Context: an optimization exercise on an open-source flow, tuned for small area, a short achievable clock period and few clock cycles per item. The choices shown serve that exercise and are no tape-out recipe.
The RTL was checked by simulation tests, not by an equivalence proof against the original design.
Power and IR drop assume default switching activity.

[design/flow/design.v]
module si4464_rf_encoder #(
    parameter [31:0] FREQ_MIN_HZ    = 32'd400000000,
    parameter [31:0] FREQ_MAX_HZ    = 32'd406000000,
    parameter [31:0] BAND_MID_HZ    = 32'd403000000,
    parameter [7:0]  INT_LOW        = 8'd61,
    parameter [7:0]  INT_HIGH       = 8'd62,
    parameter [31:0] REF_DIVISOR_HZ = 32'd6500000,
    parameter [31:0] XTAL_FREQ_HZ   = 32'd26000000
) (
    input  wire        clk,
    input  wire        rst,         
    input  wire        in_valid,
    output wire        in_ready,
    input  wire [63:0] in_word,     
    input  wire [31:0] in_rb,       
    output reg         out_valid,
    input  wire        out_ready,
    output wire [3:0]  out_status,  
    output wire [2:0]  out_len,     
    output wire [39:0] out_data     
);
    wire [7:0]  opc     = in_word[63:56];
    wire        is_freq = (opc == 8'h11);
    wire        is_dr   = (opc == 8'h12) && (in_word[55:16] == 40'd0);
    wire [31:0] freq_hz = in_word[31:0];
    wire        in_band = (freq_hz >= FREQ_MIN_HZ) && (freq_hz <= FREQ_MAX_HZ);
    wire [1:0]  osr_sel  = in_rb[27:26];
    wire [25:0] nco_mode = in_rb[25:0];
    wire        q_nz = (nco_mode >= 26'd26000000);     
    wire        q2   = (nco_mode >= 26'd52000000);     
    reg  [1:0]  t_in;
    always @(*) begin
        case (osr_sel)
            2'd1:    t_in = q2 ? 2'd3 : 2'd2;
            2'd2:    t_in = q2 ? 2'd2 : 2'd1;
            default: t_in = q2 ? 2'd1 : 2'd0;
        endcase
    end
    wire [23:0] adj_in = opc[1] ? {21'd0, q_nz, t_in} : in_word[55:32];
    reg         s1_valid;
    reg         s1_freq, s1_dr, s1_band;
    reg  [21:0] s1_x;
    reg         s1_f27;
    reg  [23:0] s1_adj;
    wire [21:0] x   = s1_x;
    wire [21:0] xn  = ~x;
    wire        f27 = s1_f27;
    wire        low = !s1_f27 || (s1_x < 22'd346816);
    wire [23:0] adj = s1_adj;
    wire [15:0] bps   = s1_x[15:0];
    wire [1:0]  t     = s1_adj[1:0];
    wire [18:0] bps_t = {3'd0, bps} << t;
    wire [20:0] dr_a  = {bps_t, 2'b00};
    wire [18:0] dr_b  = bps_t;
    wire        sel_d = s1_dr && s1_adj[2];
    wire        sel_f = !s1_dr;
    wire ha0_s, ha0_c;
    si4464_ha u_ha0 (.a(x[19]), .b(x[17]), .s(ha0_s), .co(ha0_c));
    wire ha1_s, ha1_c;
    si4464_ha u_ha1 (.a(x[20]), .b(x[18]), .s(ha1_s), .co(ha1_c));
    wire ha2_s, ha2_c;
    si4464_ha u_ha2 (.a(x[21]), .b(x[19]), .s(ha2_s), .co(ha2_c));
    wire ha3_s, ha3_c;
    si4464_ha u_ha3 (.a(x[20]), .b(x[16]), .s(ha3_s), .co(ha3_c));
    wire ha4_s, ha4_c;
    si4464_ha u_ha4 (.a(x[21]), .b(x[16]), .s(ha4_s), .co(ha4_c));
    wire ha5_s, ha5_c;
    si4464_ha u_ha5 (.a(x[17]), .b(x[11]), .s(ha5_s), .co(ha5_c));
    wire ha6_s, ha6_c;
    si4464_ha u_ha6 (.a(x[19]), .b(x[13]), .s(ha6_s), .co(ha6_c));
    wire fa0_s, fa0_c;
    si4464_fa u_fa0 (.a(x[16]), .b(x[13]), .c(x[10]), .s(fa0_s), .co(fa0_c));
    wire fa1_s, fa1_c;
    si4464_fa u_fa1 (.a(x[17]), .b(x[14]), .c(x[11]), .s(fa1_s), .co(fa1_c));
    wire ha7_s, ha7_c;
    si4464_ha u_ha7 (.a(x[9]), .b(x[5]), .s(ha7_s), .co(ha7_c));
    wire fa2_s, fa2_c;
    si4464_fa u_fa2 (.a(x[18]), .b(x[15]), .c(x[12]), .s(fa2_s), .co(fa2_c));
    wire fa3_s, fa3_c;
    si4464_fa u_fa3 (.a(x[10]), .b(x[6]), .c(x[1]), .s(fa3_s), .co(fa3_c));
    wire ha8_s, ha8_c;
    assign ha8_s = !xn[4];
    assign ha8_c = xn[4];
    wire fa4_s, fa4_c;
    si4464_fa u_fa4 (.a(x[19]), .b(x[16]), .c(x[13]), .s(fa4_s), .co(fa4_c));
    wire fa5_s, fa5_c;
    si4464_fa u_fa5 (.a(x[11]), .b(x[7]), .c(x[2]), .s(fa5_s), .co(fa5_c));
    wire fa6_s, fa6_c;
    si4464_fa u_fa6 (.a(x[20]), .b(x[17]), .c(x[14]), .s(fa6_s), .co(fa6_c));
    wire fa7_s, fa7_c;
    si4464_fa u_fa7 (.a(x[12]), .b(x[8]), .c(x[3]), .s(fa7_s), .co(fa7_c));
    wire fa8_s, fa8_c;
    si4464_fa u_fa8 (.a(x[21]), .b(x[18]), .c(x[15]), .s(fa8_s), .co(fa8_c));
    wire fa9_s, fa9_c;
    si4464_fa u_fa9 (.a(x[13]), .b(x[9]), .c(x[4]), .s(fa9_s), .co(fa9_c));
    wire fa10_s, fa10_c;
    si4464_fa u_fa10 (.a(x[19]), .b(x[16]), .c(x[14]), .s(fa10_s), .co(fa10_c));
    wire fa11_s, fa11_c;
    si4464_fa u_fa11 (.a(x[10]), .b(x[5]), .c(f27), .s(fa11_s), .co(fa11_c));
    wire fa12_s, fa12_c;
    si4464_fa u_fa12 (.a(x[20]), .b(x[17]), .c(x[15]), .s(fa12_s), .co(fa12_c));
    wire fa13_s, fa13_c;
    si4464_fa u_fa13 (.a(x[11]), .b(x[6]), .c(x[0]), .s(fa13_s), .co(fa13_c));
    wire ha9_s, ha9_c;
    assign ha9_s = !xn[9];
    assign ha9_c = xn[9];
    wire fa14_s, fa14_c;
    si4464_fa u_fa14 (.a(x[21]), .b(x[18]), .c(x[16]), .s(fa14_s), .co(fa14_c));
    wire fa15_s, fa15_c;
    si4464_fa u_fa15 (.a(x[12]), .b(x[7]), .c(x[1]), .s(fa15_s), .co(fa15_c));
    wire fa16_s, fa16_c;
    assign fa16_s = !(xn[10] ^ xn[3]);
    assign fa16_c = xn[10] | xn[3];
    wire fa17_s, fa17_c;
    si4464_fa u_fa17 (.a(x[13]), .b(x[8]), .c(x[2]), .s(fa17_s), .co(fa17_c));
    wire fa18_s, fa18_c;
    assign fa18_s = !(x[0] ^ f27);
    assign fa18_c = x[0] | f27;
    wire fa19_s, fa19_c;
    si4464_fa u_fa19 (.a(xn[11]), .b(xn[4]), .c(ha0_s), .s(fa19_s), .co(fa19_c));
    wire fa20_s, fa20_c;
    si4464_fa u_fa20 (.a(x[14]), .b(x[9]), .c(x[3]), .s(fa20_s), .co(fa20_c));
    wire fa21_s, fa21_c;
    assign fa21_s = !(x[1] ^ xn[12]);
    assign fa21_c = x[1] | xn[12];
    wire fa22_s, fa22_c;
    si4464_fa u_fa22 (.a(xn[5]), .b(ha1_s), .c(ha0_c), .s(fa22_s), .co(fa22_c));
    wire fa23_s, fa23_c;
    si4464_fa u_fa23 (.a(x[15]), .b(x[10]), .c(x[4]), .s(fa23_s), .co(fa23_c));
    wire fa24_s, fa24_c;
    si4464_fa u_fa24 (.a(x[2]), .b(x[0]), .c(xn[13]), .s(fa24_s), .co(fa24_c));
    wire fa25_s, fa25_c;
    si4464_fa u_fa25 (.a(xn[6]), .b(ha2_s), .c(ha1_c), .s(fa25_s), .co(fa25_c));
    wire fa26_s, fa26_c;
    si4464_fa u_fa26 (.a(x[11]), .b(x[5]), .c(x[3]), .s(fa26_s), .co(fa26_c));
    wire fa27_s, fa27_c;
    si4464_fa u_fa27 (.a(x[1]), .b(f27), .c(xn[14]), .s(fa27_s), .co(fa27_c));
    wire fa28_s, fa28_c;
    si4464_fa u_fa28 (.a(xn[7]), .b(ha3_s), .c(ha2_c), .s(fa28_s), .co(fa28_c));
    wire fa29_s, fa29_c;
    si4464_fa u_fa29 (.a(x[21]), .b(x[17]), .c(x[12]), .s(fa29_s), .co(fa29_c));
    wire fa30_s, fa30_c;
    si4464_fa u_fa30 (.a(x[6]), .b(x[4]), .c(x[2]), .s(fa30_s), .co(fa30_c));
    wire fa31_s, fa31_c;
    si4464_fa u_fa31 (.a(xn[15]), .b(xn[8]), .c(ha3_c), .s(fa31_s), .co(fa31_c));
    wire fa32_s, fa32_c;
    si4464_fa u_fa32 (.a(x[18]), .b(x[13]), .c(x[7]), .s(fa32_s), .co(fa32_c));
    wire fa33_s, fa33_c;
    si4464_fa u_fa33 (.a(x[5]), .b(x[3]), .c(x[0]), .s(fa33_s), .co(fa33_c));
    wire fa34_s, fa34_c;
    si4464_fa u_fa34 (.a(f27), .b(xn[16]), .c(xn[9]), .s(fa34_s), .co(fa34_c));
    wire fa35_s, fa35_c;
    si4464_fa u_fa35 (.a(x[19]), .b(x[14]), .c(x[8]), .s(fa35_s), .co(fa35_c));
    wire fa36_s, fa36_c;
    si4464_fa u_fa36 (.a(x[6]), .b(x[4]), .c(x[1]), .s(fa36_s), .co(fa36_c));
    wire fa37_s, fa37_c;
    assign fa37_s = !(xn[17] ^ xn[10]);
    assign fa37_c = xn[17] | xn[10];
    wire fa38_s, fa38_c;
    si4464_fa u_fa38 (.a(x[20]), .b(x[15]), .c(x[9]), .s(fa38_s), .co(fa38_c));
    wire fa39_s, fa39_c;
    si4464_fa u_fa39 (.a(x[7]), .b(x[5]), .c(x[2]), .s(fa39_s), .co(fa39_c));
    wire fa40_s, fa40_c;
    si4464_fa u_fa40 (.a(x[0]), .b(xn[18]), .c(xn[11]), .s(fa40_s), .co(fa40_c));
    wire fa41_s, fa41_c;
    si4464_fa u_fa41 (.a(x[10]), .b(x[8]), .c(x[6]), .s(fa41_s), .co(fa41_c));
    wire fa42_s, fa42_c;
    assign fa42_s = !(x[3] ^ x[1]);
    assign fa42_c = x[3] | x[1];
    wire fa43_s, fa43_c;
    si4464_fa u_fa43 (.a(xn[19]), .b(xn[12]), .c(ha4_s), .s(fa43_s), .co(fa43_c));
    wire fa44_s, fa44_c;
    si4464_fa u_fa44 (.a(x[9]), .b(x[7]), .c(x[4]), .s(fa44_s), .co(fa44_c));
    wire fa45_s, fa45_c;
    si4464_fa u_fa45 (.a(x[2]), .b(f27), .c(xn[20]), .s(fa45_s), .co(fa45_c));
    wire fa46_s, fa46_c;
    si4464_fa u_fa46 (.a(xn[13]), .b(ha5_s), .c(ha4_c), .s(fa46_s), .co(fa46_c));
    wire fa47_s, fa47_c;
    si4464_fa u_fa47 (.a(x[18]), .b(x[12]), .c(x[10]), .s(fa47_s), .co(fa47_c));
    wire fa48_s, fa48_c;
    si4464_fa u_fa48 (.a(x[8]), .b(x[5]), .c(x[3]), .s(fa48_s), .co(fa48_c));
    wire fa49_s, fa49_c;
    si4464_fa u_fa49 (.a(xn[21]), .b(xn[14]), .c(ha5_c), .s(fa49_s), .co(fa49_c));
    wire fa50_s, fa50_c;
    si4464_fa u_fa50 (.a(x[11]), .b(x[9]), .c(x[6]), .s(fa50_s), .co(fa50_c));
    wire fa51_s, fa51_c;
    si4464_fa u_fa51 (.a(x[4]), .b(!f27), .c(adj[0]), .s(fa51_s), .co(fa51_c));
    wire fa52_s, fa52_c;
    assign fa52_s = !(xn[15] ^ ha6_s);
    assign fa52_c = xn[15] | ha6_s;
    wire fa53_s, fa53_c;
    si4464_fa u_fa53 (.a(x[20]), .b(x[14]), .c(x[12]), .s(fa53_s), .co(fa53_c));
    wire fa54_s, fa54_c;
    si4464_fa u_fa54 (.a(x[10]), .b(x[7]), .c(x[5]), .s(fa54_s), .co(fa54_c));
    wire fa55_s, fa55_c;
    si4464_fa u_fa55 (.a(adj[1]), .b(xn[16]), .c(ha6_c), .s(fa55_s), .co(fa55_c));
    wire fa56_s, fa56_c;
    si4464_fa u_fa56 (.a(x[21]), .b(x[15]), .c(x[13]), .s(fa56_s), .co(fa56_c));
    wire fa57_s, fa57_c;
    si4464_fa u_fa57 (.a(x[11]), .b(x[8]), .c(x[6]), .s(fa57_s), .co(fa57_c));
    wire ha10_s, ha10_c;
    si4464_ha u_ha10 (.a(adj[2]), .b(xn[17]), .s(ha10_s), .co(ha10_c));
    wire fa58_s, fa58_c;
    si4464_fa u_fa58 (.a(x[16]), .b(x[14]), .c(x[12]), .s(fa58_s), .co(fa58_c));
    wire fa59_s, fa59_c;
    si4464_fa u_fa59 (.a(x[9]), .b(x[7]), .c(f27), .s(fa59_s), .co(fa59_c));
    wire ha11_s, ha11_c;
    si4464_ha u_ha11 (.a(adj[3]), .b(xn[18]), .s(ha11_s), .co(ha11_c));
    wire fa60_s, fa60_c;
    si4464_fa u_fa60 (.a(x[17]), .b(x[15]), .c(x[13]), .s(fa60_s), .co(fa60_c));
    wire fa61_s, fa61_c;
    si4464_fa u_fa61 (.a(x[10]), .b(x[8]), .c(adj[4]), .s(fa61_s), .co(fa61_c));
    wire ha12_s, ha12_c;
    assign ha12_s = !xn[19];
    assign ha12_c = xn[19];
    wire fa62_s, fa62_c;
    si4464_fa u_fa62 (.a(x[18]), .b(x[16]), .c(x[14]), .s(fa62_s), .co(fa62_c));
    wire fa63_s, fa63_c;
    si4464_fa u_fa63 (.a(x[11]), .b(x[9]), .c(adj[5]), .s(fa63_s), .co(fa63_c));
    wire ha13_s, ha13_c;
    assign ha13_s = !xn[20];
    assign ha13_c = xn[20];
    wire fa64_s, fa64_c;
    si4464_fa u_fa64 (.a(x[19]), .b(x[17]), .c(x[15]), .s(fa64_s), .co(fa64_c));
    wire fa65_s, fa65_c;
    si4464_fa u_fa65 (.a(x[12]), .b(x[10]), .c(adj[6]), .s(fa65_s), .co(fa65_c));
    wire fa66_s, fa66_c;
    si4464_fa u_fa66 (.a(x[20]), .b(x[18]), .c(x[16]), .s(fa66_s), .co(fa66_c));
    wire ha14_s, ha14_c;
    si4464_ha u_ha14 (.a(x[13]), .b(x[11]), .s(ha14_s), .co(ha14_c));
    wire fa67_s, fa67_c;
    si4464_fa u_fa67 (.a(x[21]), .b(x[19]), .c(x[17]), .s(fa67_s), .co(fa67_c));
    wire ha15_s, ha15_c;
    si4464_ha u_ha15 (.a(x[20]), .b(x[18]), .s(ha15_s), .co(ha15_c));
    wire fa68_s, fa68_c;
    si4464_fa u_fa68 (.a(x[8]), .b(x[4]), .c(!f27), .s(fa68_s), .co(fa68_c));
    wire fa69_s, fa69_c;
    assign fa69_s = !(x[0] ^ xn[3]);
    assign fa69_c = x[0] | xn[3];
    wire ha16_s, ha16_c;
    si4464_ha u_ha16 (.a(ha7_s), .b(fa0_c), .s(ha16_s), .co(ha16_c));
    wire fa70_s, fa70_c;
    si4464_fa u_fa70 (.a(ha8_s), .b(ha7_c), .c(fa1_c), .s(fa70_s), .co(fa70_c));
    wire fa71_s, fa71_c;
    si4464_fa u_fa71 (.a(fa2_s), .b(fa3_s), .c(!low), .s(fa71_s), .co(fa71_c));
    wire fa72_s, fa72_c;
    si4464_fa u_fa72 (.a(xn[5]), .b(ha8_c), .c(fa2_c), .s(fa72_s), .co(fa72_c));
    wire fa73_s, fa73_c;
    si4464_fa u_fa73 (.a(fa3_c), .b(fa4_s), .c(fa5_s), .s(fa73_s), .co(fa73_c));
    wire fa74_s, fa74_c;
    assign fa74_s = !(xn[6] ^ fa4_c);
    assign fa74_c = xn[6] | fa4_c;
    wire fa75_s, fa75_c;
    si4464_fa u_fa75 (.a(fa5_c), .b(fa6_s), .c(fa7_s), .s(fa75_s), .co(fa75_c));
    wire fa76_s, fa76_c;
    si4464_fa u_fa76 (.a(xn[7]), .b(xn[0]), .c(fa6_c), .s(fa76_s), .co(fa76_c));
    wire fa77_s, fa77_c;
    si4464_fa u_fa77 (.a(fa7_c), .b(fa8_s), .c(fa9_s), .s(fa77_s), .co(fa77_c));
    wire fa78_s, fa78_c;
    si4464_fa u_fa78 (.a(xn[8]), .b(xn[1]), .c(fa8_c), .s(fa78_s), .co(fa78_c));
    wire fa79_s, fa79_c;
    si4464_fa u_fa79 (.a(fa9_c), .b(fa10_s), .c(fa11_s), .s(fa79_s), .co(fa79_c));
    wire fa80_s, fa80_c;
    si4464_fa u_fa80 (.a(xn[2]), .b(ha9_s), .c(fa10_c), .s(fa80_s), .co(fa80_c));
    wire fa81_s, fa81_c;
    si4464_fa u_fa81 (.a(fa11_c), .b(fa12_s), .c(fa13_s), .s(fa81_s), .co(fa81_c));
    wire fa82_s, fa82_c;
    si4464_fa u_fa82 (.a(ha9_c), .b(fa16_s), .c(fa12_c), .s(fa82_s), .co(fa82_c));
    wire fa83_s, fa83_c;
    si4464_fa u_fa83 (.a(fa13_c), .b(fa14_s), .c(fa15_s), .s(fa83_s), .co(fa83_c));
    wire fa84_s, fa84_c;
    si4464_fa u_fa84 (.a(fa18_s), .b(fa16_c), .c(fa14_c), .s(fa84_s), .co(fa84_c));
    wire fa85_s, fa85_c;
    si4464_fa u_fa85 (.a(fa15_c), .b(fa17_s), .c(fa19_s), .s(fa85_s), .co(fa85_c));
    wire fa86_s, fa86_c;
    si4464_fa u_fa86 (.a(fa18_c), .b(fa21_s), .c(fa17_c), .s(fa86_s), .co(fa86_c));
    wire fa87_s, fa87_c;
    si4464_fa u_fa87 (.a(fa20_s), .b(fa19_c), .c(fa22_s), .s(fa87_s), .co(fa87_c));
    wire fa88_s, fa88_c;
    si4464_fa u_fa88 (.a(fa21_c), .b(fa20_c), .c(fa23_s), .s(fa88_s), .co(fa88_c));
    wire fa89_s, fa89_c;
    si4464_fa u_fa89 (.a(fa24_s), .b(fa22_c), .c(fa25_s), .s(fa89_s), .co(fa89_c));
    wire fa90_s, fa90_c;
    si4464_fa u_fa90 (.a(fa23_c), .b(fa26_s), .c(fa24_c), .s(fa90_s), .co(fa90_c));
    wire fa91_s, fa91_c;
    si4464_fa u_fa91 (.a(fa27_s), .b(fa25_c), .c(fa28_s), .s(fa91_s), .co(fa91_c));
    wire fa92_s, fa92_c;
    si4464_fa u_fa92 (.a(fa26_c), .b(fa29_s), .c(fa30_s), .s(fa92_s), .co(fa92_c));
    wire fa93_s, fa93_c;
    si4464_fa u_fa93 (.a(fa27_c), .b(fa28_c), .c(fa31_s), .s(fa93_s), .co(fa93_c));
    wire fa94_s, fa94_c;
    si4464_fa u_fa94 (.a(fa29_c), .b(fa30_c), .c(fa32_s), .s(fa94_s), .co(fa94_c));
    wire fa95_s, fa95_c;
    si4464_fa u_fa95 (.a(fa33_s), .b(fa34_s), .c(fa31_c), .s(fa95_s), .co(fa95_c));
    wire fa96_s, fa96_c;
    si4464_fa u_fa96 (.a(fa37_s), .b(fa32_c), .c(fa33_c), .s(fa96_s), .co(fa96_c));
    wire fa97_s, fa97_c;
    si4464_fa u_fa97 (.a(fa35_s), .b(fa36_s), .c(fa34_c), .s(fa97_s), .co(fa97_c));
    wire fa98_s, fa98_c;
    si4464_fa u_fa98 (.a(fa37_c), .b(fa35_c), .c(fa36_c), .s(fa98_s), .co(fa98_c));
    wire fa99_s, fa99_c;
    si4464_fa u_fa99 (.a(fa38_s), .b(fa39_s), .c(fa40_s), .s(fa99_s), .co(fa99_c));
    wire fa100_s, fa100_c;
    si4464_fa u_fa100 (.a(fa42_s), .b(fa38_c), .c(fa39_c), .s(fa100_s), .co(fa100_c));
    wire fa101_s, fa101_c;
    si4464_fa u_fa101 (.a(fa41_s), .b(fa40_c), .c(fa43_s), .s(fa101_s), .co(fa101_c));
    wire fa102_s, fa102_c;
    si4464_fa u_fa102 (.a(fa42_c), .b(fa41_c), .c(fa44_s), .s(fa102_s), .co(fa102_c));
    wire fa103_s, fa103_c;
    si4464_fa u_fa103 (.a(fa45_s), .b(fa43_c), .c(fa46_s), .s(fa103_s), .co(fa103_c));
    wire fa104_s, fa104_c;
    si4464_fa u_fa104 (.a(fa44_c), .b(fa47_s), .c(fa48_s), .s(fa104_s), .co(fa104_c));
    wire fa105_s, fa105_c;
    si4464_fa u_fa105 (.a(fa45_c), .b(fa46_c), .c(fa49_s), .s(fa105_s), .co(fa105_c));
    wire fa106_s, fa106_c;
    si4464_fa u_fa106 (.a(fa47_c), .b(fa48_c), .c(fa50_s), .s(fa106_s), .co(fa106_c));
    wire fa107_s, fa107_c;
    si4464_fa u_fa107 (.a(fa51_s), .b(fa52_s), .c(fa49_c), .s(fa107_s), .co(fa107_c));
    wire fa108_s, fa108_c;
    si4464_fa u_fa108 (.a(fa50_c), .b(fa51_c), .c(fa53_s), .s(fa108_s), .co(fa108_c));
    wire fa109_s, fa109_c;
    si4464_fa u_fa109 (.a(fa54_s), .b(fa52_c), .c(fa55_s), .s(fa109_s), .co(fa109_c));
    wire fa110_s, fa110_c;
    si4464_fa u_fa110 (.a(ha10_s), .b(fa53_c), .c(fa54_c), .s(fa110_s), .co(fa110_c));
    wire fa111_s, fa111_c;
    si4464_fa u_fa111 (.a(fa56_s), .b(fa57_s), .c(fa55_c), .s(fa111_s), .co(fa111_c));
    wire fa112_s, fa112_c;
    si4464_fa u_fa112 (.a(ha11_s), .b(ha10_c), .c(fa56_c), .s(fa112_s), .co(fa112_c));
    wire fa113_s, fa113_c;
    si4464_fa u_fa113 (.a(fa57_c), .b(fa58_s), .c(fa59_s), .s(fa113_s), .co(fa113_c));
    wire fa114_s, fa114_c;
    si4464_fa u_fa114 (.a(ha12_s), .b(ha11_c), .c(fa58_c), .s(fa114_s), .co(fa114_c));
    wire fa115_s, fa115_c;
    si4464_fa u_fa115 (.a(fa59_c), .b(fa60_s), .c(fa61_s), .s(fa115_s), .co(fa115_c));
    wire fa116_s, fa116_c;
    si4464_fa u_fa116 (.a(ha12_c), .b(ha13_s), .c(fa60_c), .s(fa116_s), .co(fa116_c));
    wire fa117_s, fa117_c;
    si4464_fa u_fa117 (.a(fa61_c), .b(fa62_s), .c(fa63_s), .s(fa117_s), .co(fa117_c));
    wire fa118_s, fa118_c;
    si4464_fa u_fa118 (.a(xn[21]), .b(ha13_c), .c(fa62_c), .s(fa118_s), .co(fa118_c));
    wire fa119_s, fa119_c;
    si4464_fa u_fa119 (.a(fa63_c), .b(fa64_s), .c(fa65_s), .s(fa119_s), .co(fa119_c));
    wire fa120_s, fa120_c;
    si4464_fa u_fa120 (.a(!f27), .b(adj[7]), .c(ha14_s), .s(fa120_s), .co(fa120_c));
    wire fa121_s, fa121_c;
    si4464_fa u_fa121 (.a(fa64_c), .b(fa65_c), .c(fa66_s), .s(fa121_s), .co(fa121_c));
    wire fa122_s, fa122_c;
    si4464_fa u_fa122 (.a(x[14]), .b(x[12]), .c(adj[8]), .s(fa122_s), .co(fa122_c));
    wire fa123_s, fa123_c;
    si4464_fa u_fa123 (.a(ha14_c), .b(fa66_c), .c(fa67_s), .s(fa123_s), .co(fa123_c));
    wire fa124_s, fa124_c;
    si4464_fa u_fa124 (.a(x[15]), .b(x[13]), .c(f27), .s(fa124_s), .co(fa124_c));
    wire fa125_s, fa125_c;
    si4464_fa u_fa125 (.a(adj[9]), .b(ha15_s), .c(fa67_c), .s(fa125_s), .co(fa125_c));
    wire fa126_s, fa126_c;
    si4464_fa u_fa126 (.a(x[21]), .b(x[19]), .c(x[16]), .s(fa126_s), .co(fa126_c));
    wire fa127_s, fa127_c;
    si4464_fa u_fa127 (.a(x[14]), .b(adj[10]), .c(ha15_c), .s(fa127_s), .co(fa127_c));
    wire fa128_s, fa128_c;
    si4464_fa u_fa128 (.a(x[20]), .b(x[17]), .c(x[15]), .s(fa128_s), .co(fa128_c));
    wire fa129_s, fa129_c;
    assign fa129_s = !(f27 ^ adj[11]);
    assign fa129_c = f27 | adj[11];
    wire fa130_s, fa130_c;
    si4464_fa u_fa130 (.a(x[21]), .b(x[18]), .c(x[16]), .s(fa130_s), .co(fa130_c));
    wire fa131_s, fa131_c;
    si4464_fa u_fa131 (.a(x[19]), .b(x[17]), .c(f27), .s(fa131_s), .co(fa131_c));
    wire ha17_s, ha17_c;
    si4464_ha u_ha17 (.a(x[20]), .b(x[18]), .s(ha17_s), .co(ha17_c));
    wire ha18_s, ha18_c;
    assign ha18_s = !xn[2];
    assign ha18_c = xn[2];
    wire fa132_s, fa132_c;
    si4464_fa u_fa132 (.a(fa69_s), .b(fa68_c), .c(fa1_s), .s(fa132_s), .co(fa132_c));
    wire fa133_s, fa133_c;
    si4464_fa u_fa133 (.a(fa69_c), .b(ha16_c), .c(fa70_s), .s(fa133_s), .co(fa133_c));
    wire fa134_s, fa134_c;
    si4464_fa u_fa134 (.a(fa70_c), .b(fa72_s), .c(fa73_s), .s(fa134_s), .co(fa134_c));
    wire fa135_s, fa135_c;
    si4464_fa u_fa135 (.a(fa74_s), .b(fa72_c), .c(fa73_c), .s(fa135_s), .co(fa135_c));
    wire fa136_s, fa136_c;
    si4464_fa u_fa136 (.a(fa74_c), .b(fa76_s), .c(fa75_c), .s(fa136_s), .co(fa136_c));
    wire fa137_s, fa137_c;
    si4464_fa u_fa137 (.a(fa76_c), .b(fa78_s), .c(fa77_c), .s(fa137_s), .co(fa137_c));
    wire fa138_s, fa138_c;
    si4464_fa u_fa138 (.a(fa78_c), .b(fa80_s), .c(fa79_c), .s(fa138_s), .co(fa138_c));
    wire fa139_s, fa139_c;
    si4464_fa u_fa139 (.a(fa80_c), .b(fa82_s), .c(fa81_c), .s(fa139_s), .co(fa139_c));
    wire fa140_s, fa140_c;
    si4464_fa u_fa140 (.a(fa82_c), .b(fa84_s), .c(fa83_c), .s(fa140_s), .co(fa140_c));
    wire fa141_s, fa141_c;
    si4464_fa u_fa141 (.a(fa84_c), .b(fa86_s), .c(fa85_c), .s(fa141_s), .co(fa141_c));
    wire fa142_s, fa142_c;
    si4464_fa u_fa142 (.a(fa86_c), .b(fa88_s), .c(fa87_c), .s(fa142_s), .co(fa142_c));
    wire fa143_s, fa143_c;
    si4464_fa u_fa143 (.a(fa88_c), .b(fa90_s), .c(fa89_c), .s(fa143_s), .co(fa143_c));
    wire fa144_s, fa144_c;
    si4464_fa u_fa144 (.a(fa92_s), .b(fa90_c), .c(fa91_c), .s(fa144_s), .co(fa144_c));
    wire fa145_s, fa145_c;
    si4464_fa u_fa145 (.a(fa92_c), .b(fa94_s), .c(fa95_s), .s(fa145_s), .co(fa145_c));
    wire fa146_s, fa146_c;
    si4464_fa u_fa146 (.a(fa96_s), .b(fa94_c), .c(fa97_s), .s(fa146_s), .co(fa146_c));
    wire fa147_s, fa147_c;
    si4464_fa u_fa147 (.a(fa96_c), .b(fa98_s), .c(fa97_c), .s(fa147_s), .co(fa147_c));
    wire fa148_s, fa148_c;
    si4464_fa u_fa148 (.a(fa98_c), .b(fa100_s), .c(fa99_c), .s(fa148_s), .co(fa148_c));
    wire fa149_s, fa149_c;
    si4464_fa u_fa149 (.a(fa100_c), .b(fa102_s), .c(fa101_c), .s(fa149_s), .co(fa149_c));
    wire fa150_s, fa150_c;
    si4464_fa u_fa150 (.a(fa102_c), .b(fa104_s), .c(fa103_c), .s(fa150_s), .co(fa150_c));
    wire fa151_s, fa151_c;
    si4464_fa u_fa151 (.a(fa104_c), .b(fa106_s), .c(fa107_s), .s(fa151_s), .co(fa151_c));
    wire fa152_s, fa152_c;
    si4464_fa u_fa152 (.a(fa106_c), .b(fa108_s), .c(fa107_c), .s(fa152_s), .co(fa152_c));
    wire fa153_s, fa153_c;
    si4464_fa u_fa153 (.a(fa110_s), .b(fa108_c), .c(fa111_s), .s(fa153_s), .co(fa153_c));
    wire fa154_s, fa154_c;
    si4464_fa u_fa154 (.a(fa110_c), .b(fa112_s), .c(fa113_s), .s(fa154_s), .co(fa154_c));
    wire fa155_s, fa155_c;
    si4464_fa u_fa155 (.a(fa112_c), .b(fa114_s), .c(fa113_c), .s(fa155_s), .co(fa155_c));
    wire fa156_s, fa156_c;
    si4464_fa u_fa156 (.a(fa114_c), .b(fa116_s), .c(fa115_c), .s(fa156_s), .co(fa156_c));
    wire fa157_s, fa157_c;
    si4464_fa u_fa157 (.a(fa116_c), .b(fa118_s), .c(fa117_c), .s(fa157_s), .co(fa157_c));
    wire fa158_s, fa158_c;
    si4464_fa u_fa158 (.a(fa120_s), .b(fa118_c), .c(fa119_c), .s(fa158_s), .co(fa158_c));
    wire fa159_s, fa159_c;
    si4464_fa u_fa159 (.a(fa122_s), .b(fa120_c), .c(fa121_c), .s(fa159_s), .co(fa159_c));
    wire fa160_s, fa160_c;
    si4464_fa u_fa160 (.a(fa122_c), .b(fa124_s), .c(fa125_s), .s(fa160_s), .co(fa160_c));
    wire fa161_s, fa161_c;
    si4464_fa u_fa161 (.a(fa124_c), .b(fa126_s), .c(fa127_s), .s(fa161_s), .co(fa161_c));
    wire fa162_s, fa162_c;
    si4464_fa u_fa162 (.a(fa129_s), .b(fa126_c), .c(fa128_s), .s(fa162_s), .co(fa162_c));
    wire fa163_s, fa163_c;
    si4464_fa u_fa163 (.a(adj[12]), .b(fa129_c), .c(fa128_c), .s(fa163_s), .co(fa163_c));
    wire fa164_s, fa164_c;
    assign fa164_s = !(adj[13] ^ fa130_c);
    assign fa164_c = adj[13] | fa130_c;
    wire fa165_s, fa165_c;
    assign fa165_s = !(adj[14] ^ ha17_s);
    assign fa165_c = adj[14] | ha17_s;
    wire fa166_s, fa166_c;
    si4464_fa u_fa166 (.a(x[21]), .b(x[19]), .c(adj[15]), .s(fa166_s), .co(fa166_c));
    wire ha19_s, ha19_c;
    si4464_ha u_ha19 (.a(x[20]), .b(f27), .s(ha19_s), .co(ha19_c));
    wire ha20_s, ha20_c;
    si4464_ha u_ha20 (.a(x[21]), .b(adj[17]), .s(ha20_s), .co(ha20_c));
    wire ha21_s, ha21_c;
    si4464_ha u_ha21 (.a(ha18_s), .b(fa68_s), .s(ha21_s), .co(ha21_c));
    wire fa167_s, fa167_c;
    si4464_fa u_fa167 (.a(ha18_c), .b(ha16_s), .c(fa132_s), .s(fa167_s), .co(fa167_c));
    wire fa168_s, fa168_c;
    si4464_fa u_fa168 (.a(fa132_c), .b(fa71_s), .c(fa133_s), .s(fa168_s), .co(fa168_c));
    wire fa169_s, fa169_c;
    si4464_fa u_fa169 (.a(fa71_c), .b(fa133_c), .c(fa134_s), .s(fa169_s), .co(fa169_c));
    wire fa170_s, fa170_c;
    si4464_fa u_fa170 (.a(fa75_s), .b(fa135_s), .c(fa134_c), .s(fa170_s), .co(fa170_c));
    wire fa171_s, fa171_c;
    si4464_fa u_fa171 (.a(fa77_s), .b(fa135_c), .c(fa136_s), .s(fa171_s), .co(fa171_c));
    wire fa172_s, fa172_c;
    si4464_fa u_fa172 (.a(fa79_s), .b(fa136_c), .c(fa137_s), .s(fa172_s), .co(fa172_c));
    wire fa173_s, fa173_c;
    si4464_fa u_fa173 (.a(fa81_s), .b(fa137_c), .c(fa138_s), .s(fa173_s), .co(fa173_c));
    wire fa174_s, fa174_c;
    si4464_fa u_fa174 (.a(fa83_s), .b(fa138_c), .c(fa139_s), .s(fa174_s), .co(fa174_c));
    wire fa175_s, fa175_c;
    si4464_fa u_fa175 (.a(fa85_s), .b(fa139_c), .c(fa140_s), .s(fa175_s), .co(fa175_c));
    wire fa176_s, fa176_c;
    si4464_fa u_fa176 (.a(fa87_s), .b(fa140_c), .c(fa141_s), .s(fa176_s), .co(fa176_c));
    wire fa177_s, fa177_c;
    si4464_fa u_fa177 (.a(fa89_s), .b(fa141_c), .c(fa142_s), .s(fa177_s), .co(fa177_c));
    wire fa178_s, fa178_c;
    si4464_fa u_fa178 (.a(fa91_s), .b(fa142_c), .c(fa143_s), .s(fa178_s), .co(fa178_c));
    wire fa179_s, fa179_c;
    si4464_fa u_fa179 (.a(fa93_s), .b(fa143_c), .c(fa144_s), .s(fa179_s), .co(fa179_c));
    wire fa180_s, fa180_c;
    si4464_fa u_fa180 (.a(fa93_c), .b(fa144_c), .c(fa145_s), .s(fa180_s), .co(fa180_c));
    wire fa181_s, fa181_c;
    si4464_fa u_fa181 (.a(fa95_c), .b(fa146_s), .c(fa145_c), .s(fa181_s), .co(fa181_c));
    wire fa182_s, fa182_c;
    si4464_fa u_fa182 (.a(fa99_s), .b(fa147_s), .c(fa146_c), .s(fa182_s), .co(fa182_c));
    wire fa183_s, fa183_c;
    si4464_fa u_fa183 (.a(fa101_s), .b(fa147_c), .c(fa148_s), .s(fa183_s), .co(fa183_c));
    wire fa184_s, fa184_c;
    si4464_fa u_fa184 (.a(fa103_s), .b(fa148_c), .c(fa149_s), .s(fa184_s), .co(fa184_c));
    wire fa185_s, fa185_c;
    si4464_fa u_fa185 (.a(fa105_s), .b(fa149_c), .c(fa150_s), .s(fa185_s), .co(fa185_c));
    wire fa186_s, fa186_c;
    si4464_fa u_fa186 (.a(fa105_c), .b(fa150_c), .c(fa151_s), .s(fa186_s), .co(fa186_c));
    wire fa187_s, fa187_c;
    si4464_fa u_fa187 (.a(fa109_s), .b(fa152_s), .c(fa151_c), .s(fa187_s), .co(fa187_c));
    wire fa188_s, fa188_c;
    si4464_fa u_fa188 (.a(fa109_c), .b(fa152_c), .c(fa153_s), .s(fa188_s), .co(fa188_c));
    wire fa189_s, fa189_c;
    si4464_fa u_fa189 (.a(fa111_c), .b(fa154_s), .c(fa153_c), .s(fa189_s), .co(fa189_c));
    wire fa190_s, fa190_c;
    si4464_fa u_fa190 (.a(fa115_s), .b(fa155_s), .c(fa154_c), .s(fa190_s), .co(fa190_c));
    wire fa191_s, fa191_c;
    si4464_fa u_fa191 (.a(fa117_s), .b(fa155_c), .c(fa156_s), .s(fa191_s), .co(fa191_c));
    wire fa192_s, fa192_c;
    si4464_fa u_fa192 (.a(fa119_s), .b(fa156_c), .c(fa157_s), .s(fa192_s), .co(fa192_c));
    wire fa193_s, fa193_c;
    si4464_fa u_fa193 (.a(fa121_s), .b(fa157_c), .c(fa158_s), .s(fa193_s), .co(fa193_c));
    wire fa194_s, fa194_c;
    si4464_fa u_fa194 (.a(fa123_s), .b(fa158_c), .c(fa159_s), .s(fa194_s), .co(fa194_c));
    wire fa195_s, fa195_c;
    si4464_fa u_fa195 (.a(fa123_c), .b(fa159_c), .c(fa160_s), .s(fa195_s), .co(fa195_c));
    wire fa196_s, fa196_c;
    si4464_fa u_fa196 (.a(fa125_c), .b(fa161_s), .c(fa160_c), .s(fa196_s), .co(fa196_c));
    wire fa197_s, fa197_c;
    si4464_fa u_fa197 (.a(fa127_c), .b(fa162_s), .c(fa161_c), .s(fa197_s), .co(fa197_c));
    wire fa198_s, fa198_c;
    si4464_fa u_fa198 (.a(fa130_s), .b(fa163_s), .c(fa162_c), .s(fa198_s), .co(fa198_c));
    wire fa199_s, fa199_c;
    si4464_fa u_fa199 (.a(fa131_s), .b(fa164_s), .c(fa163_c), .s(fa199_s), .co(fa199_c));
    wire fa200_s, fa200_c;
    si4464_fa u_fa200 (.a(fa131_c), .b(fa165_s), .c(fa164_c), .s(fa200_s), .co(fa200_c));
    wire fa201_s, fa201_c;
    si4464_fa u_fa201 (.a(ha17_c), .b(fa166_s), .c(fa165_c), .s(fa201_s), .co(fa201_c));
    wire fa202_s, fa202_c;
    si4464_fa u_fa202 (.a(adj[16]), .b(ha19_s), .c(fa166_c), .s(fa202_s), .co(fa202_c));
    wire fa203_s, fa203_c;
    assign fa203_s = !(ha20_s ^ ha19_c);
    assign fa203_c = ha20_s | ha19_c;
    wire fa204_s, fa204_c;
    si4464_fa u_fa204 (.a(f27), .b(adj[18]), .c(ha20_c), .s(fa204_s), .co(fa204_c));
    wire fa205_s, fa205_c;
    assign fa205_s = !(adj[19] ^ low);
    assign fa205_c = adj[19] | low;
    wire ha22_s, ha22_c;
    assign ha22_s = !adj[20];
    assign ha22_c = adj[20];
    wire ha23_s, ha23_c;
    assign ha23_s = !adj[21];
    assign ha23_c = adj[21];
    wire ha24_s, ha24_c;
    assign ha24_s = !adj[22];
    assign ha24_c = adj[22];
    wire g0 = ha21_s & fa0_s;
    wire p0 = ha21_s | fa0_s;
    wire g1 = fa167_s & ha21_c;
    wire p1 = fa167_s | ha21_c;
    wire g2 = fa168_s & fa167_c;
    wire p2 = fa168_s | fa167_c;
    wire g3 = fa169_s & fa168_c;
    wire p3 = fa169_s | fa168_c;
    wire g4 = fa170_s & fa169_c;
    wire p4 = fa170_s | fa169_c;
    wire g5 = fa171_s & fa170_c;
    wire p5 = fa171_s | fa170_c;
    wire g6 = fa172_s & fa171_c;
    wire p6 = fa172_s | fa171_c;
    wire g7 = fa173_s & fa172_c;
    wire p7 = fa173_s | fa172_c;
    wire g8 = fa174_s & fa173_c;
    wire p8 = fa174_s | fa173_c;
    wire g9 = fa175_s & fa174_c;
    wire p9 = fa175_s | fa174_c;
    wire g10 = fa176_s & fa175_c;
    wire p10 = fa176_s | fa175_c;
    wire g11 = fa177_s & fa176_c;
    wire p11 = fa177_s | fa176_c;
    wire g12 = fa178_s & fa177_c;
    wire p12 = fa178_s | fa177_c;
    wire g13 = fa179_s & fa178_c;
    wire p13 = fa179_s | fa178_c;
    wire g14 = fa180_s & fa179_c;
    wire p14 = fa180_s | fa179_c;
    wire g15 = fa181_s & fa180_c;
    wire p15 = fa181_s | fa180_c;
    wire g16 = fa182_s & fa181_c;
    wire p16 = fa182_s | fa181_c;
    wire g17 = fa183_s & fa182_c;
    wire p17 = fa183_s | fa182_c;
    wire g18 = fa184_s & fa183_c;
    wire p18 = fa184_s | fa183_c;
    wire g19 = fa185_s & fa184_c;
    wire p19 = fa185_s | fa184_c;
    wire a20 = (sel_f & fa186_s) | (sel_d & dr_a[0]);
    wire b20 = (sel_f & fa185_c) | (sel_d & dr_b[0]);
    wire a21 = (sel_f & fa187_s) | (sel_d & dr_a[1]);
    wire b21 = (sel_f & fa186_c) | (sel_d & dr_b[1]);
    wire a22 = (sel_f & fa188_s) | (sel_d & dr_a[2]);
    wire b22 = (sel_f & fa187_c) | (sel_d & dr_b[2]);
    wire a23 = (sel_f & fa189_s) | (sel_d & dr_a[3]);
    wire b23 = (sel_f & fa188_c) | (sel_d & dr_b[3]);
    wire a24 = (sel_f & fa190_s) | (sel_d & dr_a[4]);
    wire b24 = (sel_f & fa189_c) | (sel_d & dr_b[4]);
    wire a25 = (sel_f & fa191_s) | (sel_d & dr_a[5]);
    wire b25 = (sel_f & fa190_c) | (sel_d & dr_b[5]);
    wire a26 = (sel_f & fa192_s) | (sel_d & dr_a[6]);
    wire b26 = (sel_f & fa191_c) | (sel_d & dr_b[6]);
    wire a27 = (sel_f & fa193_s) | (sel_d & dr_a[7]);
    wire b27 = (sel_f & fa192_c) | (sel_d & dr_b[7]);
    wire a28 = (sel_f & fa194_s) | (sel_d & dr_a[8]);
    wire b28 = (sel_f & fa193_c) | (sel_d & dr_b[8]);
    wire a29 = (sel_f & fa195_s) | (sel_d & dr_a[9]);
    wire b29 = (sel_f & fa194_c) | (sel_d & dr_b[9]);
    wire a30 = (sel_f & fa196_s) | (sel_d & dr_a[10]);
    wire b30 = (sel_f & fa195_c) | (sel_d & dr_b[10]);
    wire a31 = (sel_f & fa197_s) | (sel_d & dr_a[11]);
    wire b31 = (sel_f & fa196_c) | (sel_d & dr_b[11]);
    wire a32 = (sel_f & fa198_s) | (sel_d & dr_a[12]);
    wire b32 = (sel_f & fa197_c) | (sel_d & dr_b[12]);
    wire a33 = (sel_f & fa199_s) | (sel_d & dr_a[13]);
    wire b33 = (sel_f & fa198_c) | (sel_d & dr_b[13]);
    wire a34 = (sel_f & fa200_s) | (sel_d & dr_a[14]);
    wire b34 = (sel_f & fa199_c) | (sel_d & dr_b[14]);
    wire a35 = (sel_f & fa201_s) | (sel_d & dr_a[15]);
    wire b35 = (sel_f & fa200_c) | (sel_d & dr_b[15]);
    wire a36 = (sel_f & fa202_s) | (sel_d & dr_a[16]);
    wire b36 = (sel_f & fa201_c) | (sel_d & dr_b[16]);
    wire a37 = (sel_f & fa203_s) | (sel_d & dr_a[17]);
    wire b37 = (sel_f & fa202_c) | (sel_d & dr_b[17]);
    wire a38 = (sel_f & fa204_s) | (sel_d & dr_a[18]);
    wire b38 = (sel_f & fa203_c) | (sel_d & dr_b[18]);
    wire a39 = (sel_f & fa205_s) | (sel_d & dr_a[19]);
    wire b39 = (sel_f & fa204_c) | (sel_d & 1'b0);
    wire a40 = (sel_f & ha22_s) | (sel_d & dr_a[20]);
    wire b40 = (sel_f & fa205_c) | (sel_d & 1'b0);
    wire a41 = (sel_f & ha23_s) | (sel_d & 1'b0);
    wire b41 = (sel_f & ha22_c) | (sel_d & 1'b0);
    wire a42 = ha24_s;
    wire b42 = ha23_c;
    wire a43 = !adj[23];
    wire b43 = ha24_c;
    wire a44 = 1'b1;
    wire b44 = 1'b0;
    wire m0_g = g1 | (p1 & g0);
    wire m1_g = g2 | (p2 & m0_g);
    wire m2_g = g4 | (p4 & g3);
    wire m2_p = p4 & p3;
    wire m3_g = m2_g | (m2_p & m1_g);
    wire m4_g = g6 | (p6 & g5);
    wire m4_p = p6 & p5;
    wire m5_g = g7 | (p7 & m4_g);
    wire m5_p = p7 & m4_p;
    wire m6_g = g9 | (p9 & g8);
    wire m6_p = p9 & p8;
    wire m7_g = m6_g | (m6_p & m5_g);
    wire m7_p = m6_p & m5_p;
    wire m8_g = m7_g | (m7_p & m3_g);
    wire m9_g = g11 | (p11 & g10);
    wire m9_p = p11 & p10;
    wire m10_g = g12 | (p12 & m9_g);
    wire m10_p = p12 & m9_p;
    wire m11_g = g14 | (p14 & g13);
    wire m11_p = p14 & p13;
    wire m12_g = m11_g | (m11_p & m10_g);
    wire m12_p = m11_p & m10_p;
    wire m13_g = g16 | (p16 & g15);
    wire m13_p = p16 & p15;
    wire m14_g = g17 | (p17 & m13_g);
    wire m14_p = p17 & m13_p;
    wire m15_g = g19 | (p19 & g18);
    wire m15_p = p19 & p18;
    wire m16_g = m15_g | (m15_p & m14_g);
    wire m16_p = m15_p & m14_p;
    wire m17_g = m16_g | (m16_p & m12_g);
    wire m17_p = m16_p & m12_p;
    wire m18_g = m17_g | (m17_p & m8_g);
    wire c20 = sel_f & m18_g;
    wire s20, c21;
    si4464_fa u_r20 (.a(a20), .b(b20), .c(c20), .s(s20), .co(c21));
    wire s21, c22;
    si4464_fa u_r21 (.a(a21), .b(b21), .c(c21), .s(s21), .co(c22));
    wire s22, c23;
    si4464_fa u_r22 (.a(a22), .b(b22), .c(c22), .s(s22), .co(c23));
    wire s23, c24;
    si4464_fa u_r23 (.a(a23), .b(b23), .c(c23), .s(s23), .co(c24));
    wire s24, c25;
    si4464_fa u_r24 (.a(a24), .b(b24), .c(c24), .s(s24), .co(c25));
    wire s25, c26;
    si4464_fa u_r25 (.a(a25), .b(b25), .c(c25), .s(s25), .co(c26));
    wire s26, c27;
    si4464_fa u_r26 (.a(a26), .b(b26), .c(c26), .s(s26), .co(c27));
    wire s27, c28;
    si4464_fa u_r27 (.a(a27), .b(b27), .c(c27), .s(s27), .co(c28));
    wire s28, c29;
    si4464_fa u_r28 (.a(a28), .b(b28), .c(c28), .s(s28), .co(c29));
    wire s29, c30;
    si4464_fa u_r29 (.a(a29), .b(b29), .c(c29), .s(s29), .co(c30));
    wire s30, c31;
    si4464_fa u_r30 (.a(a30), .b(b30), .c(c30), .s(s30), .co(c31));
    wire s31, c32;
    si4464_fa u_r31 (.a(a31), .b(b31), .c(c31), .s(s31), .co(c32));
    wire s32, c33;
    si4464_fa u_r32 (.a(a32), .b(b32), .c(c32), .s(s32), .co(c33));
    wire s33, c34;
    si4464_fa u_r33 (.a(a33), .b(b33), .c(c33), .s(s33), .co(c34));
    wire s34, c35;
    si4464_fa u_r34 (.a(a34), .b(b34), .c(c34), .s(s34), .co(c35));
    wire s35, c36;
    si4464_fa u_r35 (.a(a35), .b(b35), .c(c35), .s(s35), .co(c36));
    wire s36, c37;
    si4464_fa u_r36 (.a(a36), .b(b36), .c(c36), .s(s36), .co(c37));
    wire s37, c38;
    si4464_fa u_r37 (.a(a37), .b(b37), .c(c37), .s(s37), .co(c38));
    wire s38, c39;
    si4464_fa u_r38 (.a(a38), .b(b38), .c(c38), .s(s38), .co(c39));
    wire s39, c40;
    si4464_fa u_r39 (.a(a39), .b(b39), .c(c39), .s(s39), .co(c40));
    wire s40, c41;
    si4464_fa u_r40 (.a(a40), .b(b40), .c(c40), .s(s40), .co(c41));
    wire s41, c42;
    si4464_fa u_r41 (.a(a41), .b(b41), .c(c41), .s(s41), .co(c42));
    wire s42, c43;
    si4464_fa u_r42 (.a(a42), .b(b42), .c(c42), .s(s42), .co(c43));
    wire s43, c44;
    si4464_fa u_r43 (.a(a43), .b(b43), .c(c43), .s(s43), .co(c44));
    wire s44 = a44 ^ b44 ^ c44;
    wire [24:0] sum = {s44, s43, s42, s41, s40, s39, s38, s37, s36, s35, s34, s33, s32, s31, s30, s29, s28, s27, s26, s25, s24, s23, s22, s21, s20};
    wire        f_ok = s1_freq && s1_band && !sum[24];
    wire [1:0]  res_kind = f_ok ? 2'd0 : s1_dr ? 2'd1 : s1_freq ? 2'd2 : 2'd3;
    wire [26:0] res = {res_kind, !low, sum[23:0]};
    reg [26:0] h, k;
    reg        h_fok, h_nfok, h_dok, h_ndok, h_ok, h_fbad, h_ill;
    reg        k_valid, in_rdy;
    assign in_ready = in_rdy;
    wire take   = out_valid && out_ready;
    wire accept = in_valid && in_rdy;
    wire full   = out_valid && k_valid;
    wire move   = s1_valid && !full;        
    wire s1_en  = !(s1_valid && full);      
    wire h_en   = !out_valid || take;
    wire s1_valid_nx = s1_en ? accept : 1'b1;
    wire out_valid_nx = h_en ? (k_valid || move) : 1'b1;
    wire k_valid_nx = k_valid ? !take : (move && out_valid && !take);
    always @(posedge clk) begin
        if (rst) begin
            s1_valid  <= 1'b0;
            out_valid <= 1'b0;
            k_valid   <= 1'b0;
            in_rdy    <= 1'b1;
        end else begin
            s1_valid  <= s1_valid_nx;
            out_valid <= out_valid_nx;
            k_valid   <= k_valid_nx;
            in_rdy    <= !(s1_valid_nx && out_valid_nx && k_valid_nx);
        end
    end
    always @(posedge clk) begin
        if (s1_en) begin
            s1_freq <= is_freq;
            s1_dr   <= is_dr;
            s1_band <= in_band;
            s1_x    <= freq_hz[21:0];
            s1_f27  <= freq_hz[27];
            s1_adj  <= adj_in;
        end
    end
    wire [26:0] h_src  = k_valid ? k : res;
    wire [1:0]  h_kind = h_src[26:25];
    always @(posedge clk) begin
        if (!k_valid) k <= res;
        if (h_en) begin
            h      <= h_src;
            h_fok  <= (h_kind == 2'd0);
            h_nfok <= (h_kind != 2'd0);
            h_dok  <= (h_kind == 2'd1);
            h_ndok <= (h_kind != 2'd1);
            h_ok   <= !h_kind[1];
            h_fbad <= (h_kind == 2'd2);
            h_ill  <= (h_kind == 2'd3);
        end
    end
    wire        r_nhi  = h[24];
    wire [23:0] v      = h[23:0];
    assign out_status = {h_ill, h_ill, h_fbad, !h_ok};
    assign out_len    = {h_fok, h_dok, h_ok};
    assign out_data[39:32] = {1'b0, h_dok && v[21], h_fok || (h_dok && v[20]),
                              h_fok || (h_dok && v[19]), h_fok || (h_dok && v[18]),
                              h_fok || (h_dok && v[17]), h_dok && v[16],
                              (h_fok && r_nhi) || (h_dok && v[15])};
    assign out_data[31:24] = h_dok ? v[14:7] : 8'd0;
    assign out_data[23:16] = (h_fok ? v[23:16] : 8'd0) | (!h_ndok ? {v[6:0], 1'b0} : 8'd0);
    assign out_data[15:0]  = !h_nfok ? v[15:0] : 16'd0;
endmodule
module si4464_fa (input wire a, input wire b, input wire c,
                  output wire s, output wire co);
    assign s  = a ^ b ^ c;
    assign co = (a & b) | (a & c) | (b & c);
endmodule
module si4464_ha (input wire a, input wire b, output wire s, output wire co);
    assign s  = a ^ b;
    assign co = a & b;
endmodule
[design/flow/flow/run.sh]
#!/bin/bash
# The standard layout (the standard.sh, all ORFS steps from synthesis to
# finish) with one change: the buffers that ORFS puts on every input and
# output port are the smallest buffer cell instead of clkdlybuf4s50_1.
set -euo pipefail
export BUFFER_PORTS_ARGS="-buffer_cell sky130_fd_sc_hd__buf_1"
bash standard.sh > standard.log 2>&1
[design/flow/standard.sh]
#!/bin/bash
# synth_recipe.tcl (not shown) runs the flow's synth.tcl, then flattens the netlist and writes it again
# the make line also repeats each setting of config.mk as NAME=value (left out here)
make -C /OpenROAD-flow-scripts/flow DESIGN_CONFIG=/design/flow/config.mk WORK_HOME=/design/flow/orfs CLKGATE_MAP_FILE= SYNTH_SCRIPT=/design/flow/synth_recipe.tcl "${@:-finish}"
[design/flow/config.mk]
export PLATFORM = sky130hd
export DESIGN_NAME = si4464_rf_encoder
export DESIGN_NICKNAME = si4464_rf_encoder
export VERILOG_FILES = /design/flow/design.v
export SDC_FILE = /design/flow/constraint.sdc
export NUM_CORES = 4
export LEC_CHECK = 0
export CAP_MARGIN = 20
export CORE_MARGIN = 2
export CORE_UTILIZATION = 40
export PLACE_DENSITY = 0.6
export SLEW_MARGIN = 20
export SYNTH_HIERARCHICAL = 1
[design/flow/constraint.sdc]
create_clock -name core_clock -period 70.0 [get_ports {clk}]
set_input_delay 14.0000 -clock core_clock [delete_from_list [all_inputs] [get_ports {clk}]]
set_output_delay 14.0000 -clock core_clock [all_outputs]
set_load 0.01 [all_outputs]
==> flow_summary.toml, run 1 <==
[drt]
detail_route.wl_per_cell_um = 18.3
final_antenna_net_count = 0
wl_um = 23900
drc_errors = 0
viasPerCell = 5.05
drt-pass1-iter-count = 5
drtIter0Drc = 413
dr_total_vias = 6602

[logic_synthesis]
ys_ff_latch = 113
synth_area_leader_cell = "fa_1"
avgSynthCellArea_um2 = 12.9
yosys.cell_count.top_type = "fa_1"
synth_common_cells = "fa_1 (217), inv_1 (109), edfxtp_1 (82)"
synth_cells = 809
netlist_area_um2 = 10400
synth_edf_count = 82
async_reset_ff_share_pct = 0
synthTopCellsByArea = "fa_1 (42%), edfxtp_1 (24%), dfxtp_1 (6.0%)"
synth_top_cell_area_share_pct = 41.7
synthFlopType = "edfxtp_1"
yosys_warnings = 7
yosysSeqAreaShare_pct = 29.6
synth_nets = 1158
synth_cell_type_count = 56

[global_route]
grt_pass1_wl_um = 37500
grt_pass1_vias = 6829
grt_antenna_before_repair = 0
grtUsageTotal_pct = 18.5
grt_max_degree = 52
gr-total-overflow = 0

[worst_setup_path]
reg2reg_depth = 42
critical_path.max_fanout = 5
r2r-end = "h_fok"
end_kind = "flip-flop"
worstSetupStartpointType = "input port"
timing.rr.start = "s1_f27"
worstSetupPathType = "input port to flip-flop"
required_ns = 70.27
reg2reg_slack_ns = 54.81
arrival_ns = 15.76

[clock_tree]
clock-sinks = 113
path_clk_slew_ns = 0.05
clockRootBuffer = "clkbuf_16"
cts_hold_buf = 0
cts_tree = "yes"
h-tree-depth = 4
clockBufferDepth = 2
postCtsSetupBuffers = 0
clock_latency_ns = 0.41
cts_resized = 0
cts_buffers = 17

[layout]
drive_gt1_share_pct = 8.44
area_growth_pct = 14.5
fin_util_pct = 46.2
antenna_cells = 0
n_fill_cell = 2367
final_nets = 1308

[timing]
worst_hold_slack_ns = 0.474
finalSetupViolCount = 0
fin_crit_sh_pct = 22.1
rsz0062_at_grt = "false"
relSlewSlack_pct = 37.0
max_freq_mhz = 64.5
tns_ns = 0
min_period_ns = 15.49
maxSlewViolCount = 0
skew_ns = 0.0112
hold_viol_final = 0
worst_slew_pin_slew_ns = 0.946

[power]
p_leak_nw = 4.71
ir_drop_mv = 0.0186
power.density_nw_per_um2 = 34.6

[die]
die_area_um2 = 27300
start_util_pct = 40.3
fp.coreArea_um2 = 25800
rows = 59
die_x_um = 165
die_h_um = 165
io_pins = 149

[job]
cap_viol_max_count = 0

[outcome]
status = "finished clean"

[place]
place.gp.congestion = 0.858
dpl.hpwl_um = 18800
io_buffer_count = 136

[worst_hold_path]
whs_path_depth = 1
hp-start = "k[2]"
min_to = "k[2]"
hp-class = "flip-flop to flip-flop"
==> worst max path at each step <==
stage	from	to	slack, ns	depth (start not counted)
6_report	in_word[27]	s1_band	54.51	7
5_1_grt	s1_f27	h_dok	54.07	40
4_1_cts	in_word[27]	s1_band	54.50	7
3_5_place_dp	in_word[27]	s1_band	54.10	7
3_3_place_gp	in_word[27]	s1_band	54.10	7
2_1_floorplan	in_word[22]	s1_band	54.74	5
==> cell usage in the layout, fill, tap and decap left out, types with 3 or more instances in the layout <==
cell type	n
a21o_1	6
and2_1	12
o21ai_0	56
a31oi_1	4
nor4b_1	5
fa_1	217
nand2_1	24
nor3_1	6
clkbuf_1	3
and3_1	3
a21oi_1	18
buf_1	136
mux2_2	25
nand4_1	4
nor2_1	24
o22ai_1	9
dfxtp_1	31
nor2b_1	34
ha_1	32
nor4_1	8
nand2b_1	6
o22a_1	14
nand3_1	3
maj3_2	3
clkinv_4	4
clkbuf_16	17
mux2i_1	13
buf_4	20
clkinvlp_4	4
edfxtp_1	82
inv_1	109
==> through the flow <==
stage	setup slack, ns	instances	area, um2	power, mW
final	54.51	1307	11900	0.413
after global placement	54.10	1275	11400	0.332
after floorplan	54.74	809	10400	0.272
after CTS	54.50	1307	11900	0.417
after global routing	54.07	1307	11900	0.454
after detailed placement	54.10	1275	11400	0.336
==> Yosys stat by module (local to each module, per instance) <==
module | copies in the design | flip-flops and latches | cell area [um2] | cells
si4464_fa | 217 | 0 | 20.0 | 1
si4464_rf_encoder | 1 | 113 | 5860 | 575
si4464_ha | 17 | 0 | 12.5 | 1
==> power by group <==
group | internal, mW | switching, mW | leakage [nW] | total (mW)
logic | 0.108 | 0.117 | 3.30 | 0.225
clock network | 0.0488 | 0.0301 | 0.257 | 0.0789
registers | 0.101 | 0.00790 | 1.15 | 0.109
total | 0.258 | 0.155 | 4.71 | 0.413
==> registers in the layout, summed over array words and instances, names as in the netlist, 22 cells and up <==
register  cells
k            27
s1_x         22
h            25
s1_adj       24
==> area by class of cell <==
| cell class | instances | area, um2 | area share, % |
|---|---|---|---|
| multi-input combinational | 562 | 6800 | 57.1 |
| inverter | 109 | 409 | 3.43 |
| sequential | 113 | 3080 | 25.8 |
| timing repair buffer | 156 | 661 | 5.54 |
| tap | 335 | 419 | 3.51 |
| clock inverter | 12 | 114 | 0.955 |
| clock buffer | 20 | 437 | 3.66 |
==> worst max-delay path: stages <==
cell and delay, ns:
buf_1 0.27, nor4b_1 0.30, a41oi_1 0.17, o41ai_1 0.31
a21oi_1 0.14, o41ai_1 0.34, and3_1 0.23
==> metal layers <==
metal / vias up / GRT usage (%) / routed length [um]
met3: 26 / 4.02 / 1760
met5: - / 0 / 0
met2: 273 / 28.3 / 10800
met4: 0 / 4.62 / 335
met1: 3275 / 27.1 / 11100
li1: 3028 / - / -
==> cells by family after synthesis <==
family	after synthesis	synth area share [%]
flops	113	29.6
mux	38	3.95
other cells	1	0.0360
simple gates	139	7.31
fa+ha+maj	253	46.0
buf+inv	134	5.09
compound gates	131	8.01
Testbench counts, summed over its fixed seeds: cycles 16,016, items 16,000.
==> inputs of run 2 (changes only) <==
--- a/design/flow/design.v
+++ b/design/flow/design.v
@@ -24,5 +24,6 @@
     wire        is_dr   = (opc == 8'h12) && (in_word[55:16] == 40'd0);
     wire [31:0] freq_hz = in_word[31:0];
-    wire        in_band = (freq_hz >= FREQ_MIN_HZ) && (freq_hz <= FREQ_MAX_HZ);
+    wire        hi_ok   = (freq_hz[31:28] == 4'd1) &&
+                          (freq_hz[27] ? (freq_hz[26:22] == 5'd0) : (freq_hz[26:22] == 5'd31));
     wire [1:0]  osr_sel  = in_rb[27:26];
     wire [25:0] nco_mode = in_rb[25:0];
@@ -39,5 +40,5 @@
     wire [23:0] adj_in = opc[1] ? {21'd0, q_nz, t_in} : in_word[55:32];
     reg         s1_valid;
-    reg         s1_freq, s1_dr, s1_band;
+    reg         s1_freq, s1_dr, s1_hi;
     reg  [21:0] s1_x;
     reg         s1_f27;
@@ -46,4 +47,5 @@
     wire [21:0] xn  = ~x;
     wire        f27 = s1_f27;
+    wire        s1_band = s1_hi && (s1_f27 ? (s1_x <= 22'd3346816) : (s1_x >= 22'd1541120));
     wire        low = !s1_f27 || (s1_x < 22'd346816);
     wire [23:0] adj = s1_adj;
@@ -745,5 +747,5 @@
             s1_freq <= is_freq;
             s1_dr   <= is_dr;
-            s1_band <= in_band;
+            s1_hi   <= hi_ok;
             s1_x    <= freq_hz[21:0];
             s1_f27  <= freq_hz[27];
==> design/flow/flow/run.sh (replaced) <==
#!/bin/bash
# The standard layout: the standard.sh runs every ORFS step from
# synthesis to finish (its output is in standard.log, each tool's own log in
# orfs/logs/). Two settings differ from the defaults:
#  - the buffer ORFS puts on every input and output port is buf_1, the
#    smallest buffer, instead of clkdlybuf4s50_1;
#  - clock tree synthesis uses clkbuf_8 below a clkbuf_16 root and inserts
#    no dummy loads.
set -euo pipefail
export BUFFER_PORTS_ARGS="-buffer_cell sky130_fd_sc_hd__buf_1"
export CTS_ARGS="-sink_clustering_enable -repair_clock_nets -dont_use_dummy_load -buf_list sky130_fd_sc_hd__clkbuf_8 -root_buf sky130_fd_sc_hd__clkbuf_16 -sink_clustering_size 30 -sink_clustering_max_diameter 250"
bash standard.sh > standard.log 2>&1
==> run 2 against run 1 <==
Non-clock buffer count fell by 1. Setup slack improved by 0.088 ns. Clock power fell by 42%. Synthesized area rose by 0.56%. Clock-buffer cell count fell by 3. Clock skew rose by 0.024 ns. Die area rose by 0.55%. Cell area fell by 2.3%. Critical path depth fell by 5. Via count rose by 1.6%. Power fell by 5.3%. Synthesized cell count rose by 1.2%. Critical path type is now flip-flop to output pin.
==> flow_summary.toml, run 2 <==
[timing]
worst_slew_pin_slew_ns = 0.995
relSlewSlack_pct = 33.7
finalSetupViolCount = 0
skew_ns = 0.0351
hold_viol_final = 0
fin_crit_sh_pct = 22.0
min_period_ns = 15.41
tns_ns = 0
max_freq_mhz = 64.9
setup_ws_ns = 54.59
rsz0062_at_grt = "false"
worst_hold_slack_ns = 0.460
maxSlewViolCount = 0

[clock_tree]
clock-sinks = 113
cts_tree = "yes"
path_clk_slew_ns = 0.07
clock_latency_ns = 0.37
h-tree-depth = 4
clockRootBuffer = "clkbuf_16"
postCtsSetupBuffers = 0
cts_hold_buf = 0
cts_resized = 0
clockBufferDepth = 2
cts_buffers = 17

[worst_hold_path]
hp-class = "flip-flop to flip-flop"
min_to = "k[24]"
whs_path_depth = 2
hp-start = "k[24]"

[layout]
drive_gt1_share_pct = 7.38
regMostFlops = "k"
multi_input_area_um2 = 6860
n_fill_cell = 2364
final_common_cell = "fa_1"
area_growth_pct = 11.3
largest_reg_flops = 27
seq_area_um2 = 3080
final_cell_mix = "fa_1 (217), buf_1 (136), inv_1 (106)"
finalInstanceArea_um2 = 11700
antenna_cells = 0
top_regs = "k (27), h (25), s1_adj (24)"
final_nets = 1313

[worst_setup_path]
critical_path.max_fanout = 14
arrival_ns = 1.41
slowest_stage = "edfxtp_1"
worstSetupStartpointType = "flip-flop"
critical-path-max-stage-delay_ns = 0.64
cp_cell_sequence = "a22o_1 > buf_1"
worstSetupPathType = "flip-flop to output pin"
path_buf_inv = 1
reg2reg_slack_ns = 54.87
end_kind = "output pin"
reg2reg_depth = 39
timing.rr.start = "s1_f27"
r2r-end = "h_ndok"
required_ns = 56.00
cp_top_family = "flip-flops"

[outcome]
status = "finished clean"

[die]
start_util_pct = 40.4
die_h_um = 166
io_pins = 149
fp.coreArea_um2 = 25900
die_area_um2 = 27500
die_x_um = 166
rows = 59

[power]
ir_drop_mv = 0.0213
power.density_nw_per_um2 = 33.5
p_leak_nw = 4.54
power_mw = 0.391

[logic_synthesis]
synth_top_cell_area_share_pct = 41.5
synthTopCellsByArea = "fa_1 (41%), edfxtp_1 (24%), dfxtp_1 (5.9%)"
avgSynthCellArea_um2 = 12.8
synth_edf_count = 82
synth_cells = 819
synthFlopType = "edfxtp_1"
synth_cell_type_count = 56
yosysSeqAreaShare_pct = 29.4
ys_ff_latch = 113
yosys.cell_count.top_type = "fa_1"
synth_area_leader_cell = "fa_1"
yosys_warnings = 7
synth_nets = 1168
async_reset_ff_share_pct = 0
synth_common_cells = "fa_1 (217), inv_1 (106), edfxtp_1 (82)"
netlist_area_um2 = 10500

[drt]
drt-pass1-iter-count = 5
drtIter0Drc = 413
dr_total_vias = 6708
final_antenna_net_count = 0
detail_route.wl_per_cell_um = 19.3
wl_um = 25100
drc_errors = 0
viasPerCell = 5.17

[global_route]
grt_antenna_before_repair = 0
grt_pass1_wl_um = 40000
grt_pass1_vias = 7142
gr-total-overflow = 0
grtUsageTotal_pct = 19.0
grt_max_degree = 55

[place]
place_area_um2 = 11400
dp_slack_ns = 54.32
io_buffer_count = 136
dpl.hpwl_um = 19100
place.gp.congestion = 0.858

[job]
cap_viol_max_count = 0
[run 2: worst max-delay path by stage]
stage                         from      endpoint  slack [ns]  cells after the start
final                        h_fok  out_data[32]       54.59                      2
after CTS                    h_fok  out_data[32]       54.56                      2
after detailed placement  in_rb[8]     s1_adj[1]       54.32                      7
after global placement    in_rb[8]     s1_adj[1]       54.40                      7
after floorplan           in_rb[8]     s1_adj[1]       54.68                      6
after global routing        s1_f27        h_ndok       54.30                     39
[run 2: power breakdown]
part / internal (mW) / switching, mW
Sequential: 0.101 / 0.00767
Combinational: 0.112 / 0.124
Clock: 0.0227 / 0.0233
Total: 0.236 / 0.155
[run 2: cell type report]
class                   count  area share [%]
inverters                 106            3.41
multi-input cells         571            58.8
well taps                 335            3.60
repair buffers            155            5.60
clock buffers              17            2.10
flip-flops and latches    113            26.5
[run 2: cell families (layout without fill, tap and decap cells)]
family / after synthesis / count (layout) / share of synthesized area [%]
AO/OA/AOI/OAI: 143 / 143 / 8.88
multiplexers: 37 / 37 / 3.82
other: 1 / 1 / 0.0358
AND/OR/NAND/NOR: 140 / 140 / 7.29
flip-flops: 113 / 113 / 29.4
buffers and inverters: 135 / 278 / 5.13
adder cells (fa/ha/maj): 250 / 250 / 45.4
[run 2: tightest hold or removal path, stage by stage (launching register included)]
cell and delay [ns]:
dfxtp_1 0.31, nand2_1 0.05, o31ai_1 0.07
[run 2: Yosys stat by module (local to each module, per instance)]
module             cells inside  copies in the design  flip-flops and latches
si4464_fa                     1                   217                       0
si4464_rf_encoder           585                     1                     113
si4464_ha                     1                    17                       0
[run 2: stage by stage]
step           utilization, %  instances
4_1_cts                  45.0       1297
6_report                 45.0       1297
3_3_place_gp             44.0       1280
3_5_place_dp             44.0       1280
5_1_grt                  45.0       1297
2_1_floorplan               -        819
[run 2: per-layer routing]
layer / global-route usage, % / vias to the layer above / routed length [um]
met5: 0 / - / 0
met4: 5.56 / 0 / 388
met3: 3.60 / 27 / 1610
met2: 29.9 / 258 / 11700
met1: 27.2 / 3372 / 11400
li1: - / 3051 / -
Testbench counts of run 2, summed over its fixed seeds: cycles 16,016, items 16,000.

-- what the ideal ports hide --
No port has a modelled driver above. Below, the same layouts with a new extraction and two added sets of constraints.
Step 1 assumes that a clkbuf_16 drives the clock port and a buf_2 every other input.
Step 2, shift: input delay + t, output delay - t, t = (earliest + latest rising clock arrival at the registers) / 2. This alone moves slack from input paths to output paths.
Slacks: no drivers / after step 1 / after step 2; pairs: no drivers / after step 1.
run | t, ns | slack for setup (ns)
run 1 | 0.448 | 54.506 / 54.525 / 54.078
run 2 | 0.402 | 54.595 / 54.548 / 54.331
After both steps every run listed still meets setup and hold.
